This is an optimization exercise on Yosys and OpenROAD, whose aim is small area, a short achievable clock period and few clock cycles per item, not a production implementation. Power is estimated from default activity; no workload was simulated.

willow:
## bigreg_bcd
module bigreg_bcd (
    input  wire         clk,
    input  wire         rst,       
    input  wire         start,     
    input  wire         op,        
    input  wire [127:0] src,
    output wire         ready,
    output reg          done,
    output wire [255:0] result
);
    localparam K  = 4;             
    localparam NC = 128 / K;       
    localparam PW = $clog2(NC);
    localparam NI = 39;            
    localparam F0 = 26;            
    reg          busy;
    reg          first;            
    reg          last;             
    reg          op_r;
    reg [PW-1:0] ptr;              
    reg [K-1:0]  chunk_r;          
    reg [127:0]  work;
    reg [255:0]  res;
    assign ready  = !busy;
    assign result = res;
    reg [PW-1:0] top;
    integer c;
    always @(*) begin
        top = {PW{1'b0}};
        for (c = 1; c < NC - 1; c = c + 1)
            if (|work[c*K +: K])
                top = c;
    end
    wire top_nz = |work[127 -: K];
    wire [PW-1:0] q     = first ? ((op_r | top_nz) ? NC - 2 : top) : ptr;
    wire [PW-1:0] csel  = q ^ {PW{op_r}};
    wire [K-1:0]  chunk = work[csel*K +: K];
    reg  [K-1:0]  chunk_ord;
    integer j;
    always @(*)
        for (j = 0; j < K; j = j + 1)
            chunk_ord[j] = op_r ? chunk[j] : chunk[K-1-j];
    reg  [K-1:0]  chunk_in;
    always @(*)
        for (j = 0; j < K; j = j + 1)
            chunk_in[j] = op ? src[j] : src[127-j];
  ...
Size: roughly 390 I/O pins.
==> module bigreg_bcd, before the edit <==
module bigreg_bcd (
    input  wire         clk,
    input  wire         rst,       
    input  wire         start,     
    input  wire         op,        
    input  wire [127:0] src,
    output wire         ready,
    output reg          done,
    output wire [255:0] result
);
    localparam K  = 4;             
    localparam NC = 128 / K;       
    localparam PW = $clog2(NC);
    localparam NI = 39;            
    localparam F0 = 26;            
    reg          busy;
    reg          first;            
    reg          last;             
    reg          op_r;
    reg [PW-1:0] ptr;              
    reg [K-1:0]  chunk_r;          
    reg [127:0]  work;
    reg [255:0]  res;
    assign ready  = !busy;
    assign result = res;
    reg [PW-1:0] top;
    integer c;
    always @(*) begin
        top = {PW{1'b0}};
        for (c = 1; c < NC - 1; c = c + 1)
            if (|work[c*K +: K])
                top = c;
    end
    wire top_nz = |work[127 -: K];
    wire [PW-1:0] q     = first ? ((op_r | top_nz) ? NC - 2 : top) : ptr;
    wire [PW-1:0] csel  = q ^ {PW{op_r}};
    wire [K-1:0]  chunk = work[csel*K +: K];
    reg  [K-1:0]  chunk_ord;
    integer j;
    always @(*)
        for (j = 0; j < K; j = j + 1)
            chunk_ord[j] = op_r ? chunk[j] : chunk[K-1-j];
    reg  [K-1:0]  chunk_in;
    always @(*)
        for (j = 0; j < K; j = j + 1)
            chunk_in[j] = op ? src[j] : src[127-j];
    wire [255:0] lv [0:K];
    assign lv[0] = res;
    genvar l, i;
    generate
        for (l = 0; l < K; l = l + 1) begin : g_lvl
            wire bit_in = chunk_r[l];
            wire [255:0] d = lv[l];
            wire [255:0] n;
            for (i = 0; i < 64; i = i + 1) begin : g_dig
                wire [3:0] x = d[4*i +: 4];
                wire [3:0] ni, nf;
                if (i < NI) begin : g_i
                    wire ci = (i == 0) ? bit_in
                            : (d[4*i-1] | (d[4*i-2] & (d[4*i-3] | d[4*i-4])));
                    wire m2 = (x[2] & ~x[1] & ~x[0]) | (x[3] & x[0]);
                    wire m1 = (~x[2] & x[1]) | (x[2] & x[1] & x[0]) | (x[3] & ~x[0]);
                    wire m0 = (~x[3] & ~x[2] & x[0]) | (x[2] & x[1] & ~x[0]) | (x[3] & ~x[0]);
                    assign ni = {m2, m1, m0, ci};
                end else begin : g_ni
                    assign ni = 4'd0;
                end
                if (i >= F0) begin : g_f
                    wire b  = (i == 63) ? bit_in : d[4*i+4];
                    wire t  = x[3] | (x[2] & x[1]);
                    wire f3 = b & t;
                    wire f2 = (b & ~t) | (~b & x[3]);
                    wire f1 = (b & x[2] & ~x[1]) | (b & ~x[2] & x[1]) | (~b & x[2]);
                    wire f0 = (b & ~x[1]) | (~b & x[1]);
                    assign nf = {f3, f2, f1, f0};
                end else begin : g_nf
                    assign nf = 4'd0;
                end
                if (i < F0) begin : g_oi
                    assign n[4*i +: 4] = ni;
                end else if (i >= NI) begin : g_of
                    assign n[4*i +: 4] = nf;
                end else begin : g_ob
                    assign n[4*i +: 4] = op_r ? nf : ni;
                end
            end
            assign lv[l+1] = n;
        end
    endgenerate
    wire run_i = busy & !op_r;
    wire run_f = busy &  op_r;
    wire [255:0] keep = {{(256-4*F0){run_f}}, {(4*F0){run_i}}} |
                        {{(256-4*NI){1'b0}}, {(4*(NI-F0)){busy}}, {(4*F0){1'b0}}};
    always @(posedge clk) begin
        if (rst) begin
            busy <= 1'b0;
            done <= 1'b0;
        end else begin
            done <= 1'b0;
            if (!busy) begin
                op_r    <= op;
                work    <= src;
                chunk_r <= chunk_in;
                first   <= 1'b1;
                last    <= 1'b0;
                if (start)
                    busy <= 1'b1;
            end else begin
                first   <= 1'b0;
                chunk_r <= chunk_ord;
                ptr     <= q - 1'b1;
                last    <= (q == {PW{1'b0}});
                if (last) begin
                    busy <= 1'b0;
                    done <= 1'b1;
                end
            end
        end
        res <= lv[K] & keep;
    end
endmodule
clock: 10.0 ns
lec_check: 0
abc_area: 1
cap_margin: 20
core_margin: 2
core_utilization: 40
setup_slack_margin: 5
slew_margin: 20
run.sh (not shown) runs the stock make flow with config.mk's settings and CLKGATE_MAP_FILE= SYNTH_SCRIPT=/design/flow/synth_recipe.tcl, a recipe that flattens the netlist after the stock synthesis.
willow | stages: all done | timing, DRC, antenna: all pass
Edits applied to the flow inputs when going from willow to fjord:
-- flow/design.v --
<<< willow, line 15
    localparam F0 = 26;            
    reg          busy;
    reg          first;            
    reg          last;             
    reg          op_r;
    reg [PW-1:0] ptr;              
    reg [K-1:0]  chunk_r;          
>>> fjord, line 15
    localparam F0 = 26;            
    reg          busy;
    reg          last;             
    reg          op_r;
    reg          run_i, run_f;     
    reg [PW-1:0] ptr;              
    reg [K-1:0]  chunk_r;          
<<< willow, line 29
        top = {PW{1'b0}};
        for (c = 1; c < NC - 1; c = c + 1)
            if (|work[c*K +: K])
                top = c;
    end
    wire top_nz = |work[127 -: K];
    wire [PW-1:0] q     = first ? ((op_r | top_nz) ? NC - 2 : top) : ptr;
    wire [PW-1:0] csel  = q ^ {PW{op_r}};
    wire [K-1:0]  chunk = work[csel*K +: K];
    reg  [K-1:0]  chunk_ord;
>>> fjord, line 29
        top = {PW{1'b0}};
        for (c = 1; c < NC - 1; c = c + 1)
            if (|src[c*K +: K])
                top = c;
    end
    wire top_nz = |src[127 -: K];
    wire [PW-1:0] q1    = (op | top_nz) ? NC - 2 : top;
    wire [PW-1:0] csel  = ptr ^ {PW{op_r}};
    wire [K-1:0]  chunk = work[csel*K +: K];
    reg  [K-1:0]  chunk_ord;
<<< willow, line 56
                wire [3:0] x = d[4*i +: 4];
                wire [3:0] ni, nf;
                if (i < NI) begin : g_i
                    wire ci = (i == 0) ? bit_in
                            : (d[4*i-1] | (d[4*i-2] & (d[4*i-3] | d[4*i-4])));
>>> fjord, line 56
                wire [3:0] x = d[4*i +: 4];
                wire [3:0] ni, nf;
                if (i == NI - 1) begin : g_it
                    wire ci = d[4*i-1] | (d[4*i-2] & (d[4*i-3] | d[4*i-4]));
                    assign ni = {x[2:0], ci};
                end else if (i < NI) begin : g_i
                    wire ci = (i == 0) ? bit_in
                            : (d[4*i-1] | (d[4*i-2] & (d[4*i-3] | d[4*i-4])));
<<< willow, line 88
        end
    endgenerate
    wire run_i = busy & !op_r;
    wire run_f = busy &  op_r;
    wire [255:0] keep = {{(256-4*F0){run_f}}, {(4*F0){run_i}}} |
                        {{(256-4*NI){1'b0}}, {(4*(NI-F0)){busy}}, {(4*F0){1'b0}}};
    always @(posedge clk) begin
        if (rst) begin
            busy <= 1'b0;
            done <= 1'b0;
        end else begin
            done <= 1'b0;
>>> fjord, line 91
        end
    endgenerate
    wire [255:0] keep = {{(256-4*F0){run_f}}, {(4*F0){run_i}}} |
                        {{(256-4*NI){1'b0}}, {(4*(NI-F0)){busy}}, {(4*F0){1'b0}}};
    always @(posedge clk) begin
        if (rst) begin
            busy  <= 1'b0;
            run_i <= 1'b0;
            run_f <= 1'b0;
            done  <= 1'b0;
        end else begin
            done <= 1'b0;
<<< willow, line 102
                work    <= src;
                chunk_r <= chunk_in;
                first   <= 1'b1;
                last    <= 1'b0;
                if (start)
                    busy <= 1'b1;
            end else begin
                first   <= 1'b0;
                chunk_r <= chunk_ord;
                ptr     <= q - 1'b1;
                last    <= (q == {PW{1'b0}});
                if (last) begin
                    busy <= 1'b0;
                    done <= 1'b1;
                end
            end
>>> fjord, line 105
                work    <= src;
                chunk_r <= chunk_in;
                ptr     <= q1;
                last    <= 1'b0;
                if (start) begin
                    busy  <= 1'b1;
                    run_i <= !op;
                    run_f <= op;
                end
            end else begin
                chunk_r <= chunk_ord;
                ptr     <= ptr - 1'b1;
                last    <= (ptr == {PW{1'b0}});
                if (last) begin
                    busy  <= 1'b0;
                    run_i <= 1'b0;
                    run_f <= 1'b0;
                    done  <= 1'b1;
                end
            end
==> comparison <==
- Looking at classification of the worst setup path, the input pin to flip-flop result is from fjord; the flip-flop to flip-flop one comes from willow.
- fjord improves on willow in total number of vias.
- In fjord, post-route worst hold slack is higher than in willow.
- Changes observed in fjord relative to willow: sequential power about even, die area rose about 1%.
- Against willow, fjord reports a count of non-CTS inverters in the layout that is lower.
- Going from willow to fjord, clock skew up 33 ps, first-pass GRT wire length down 0.64%.
- When fjord is measured against willow, its maximum fanout along the worst path turns out 31 lower.
- fjord has completed all stages; timing, DRC and antenna checks passed.
- Relative to willow, register-to-register path setup slack has gone up in fjord.
- From willow to fjord the numbers moved as follows: half-perimeter wire length of the detailed placement result increased by 320 um relative to the old numbers, total area of sequential cells comparable.
Function was not checked in any run of this note: the RTL went through the layout flow alone.

-- static timing again, ports no longer ideal --
In the flow no input, the clock included, has a driving cell. The finished layouts below were timed again as built, in two steps. Step 1 (the two cells are an assumption about what drives the block):
set clk [get_ports {clk}]
set_driving_cell -lib_cell sky130_fd_sc_hd__clkbuf_16 $clk
set_driving_cell -lib_cell sky130_fd_sc_hd__buf_2 [delete_from_list [all_inputs] $clk]
Step 2, shift: input delay + t, output delay - t, t = (earliest + latest rising clock arrival at the registers) / 2. This alone moves slack from input paths to output paths. Slacks: no drivers / after step 1 / after step 2; pairs: no drivers / after step 1.
| run | shift t [ns] | setup WS [ns] | worst register clock-pin slew, ns | worst slew at a driven data input, ns |
|---|---|---|---|---|
| willow | 0.675 | 5.471 / 5.471 / 5.471 | 0.06 / 0.06 | 0.10 |
| fjord | 0.657 | 5.422 / 5.463 / 4.807 | 0.06 / 0.06 | 0.11 |
After both steps every run listed still meets setup and hold. For fjord, which loses most, drivers alone change the setup slack by +0.041 ns; drivers and shift together by -0.615 ns.
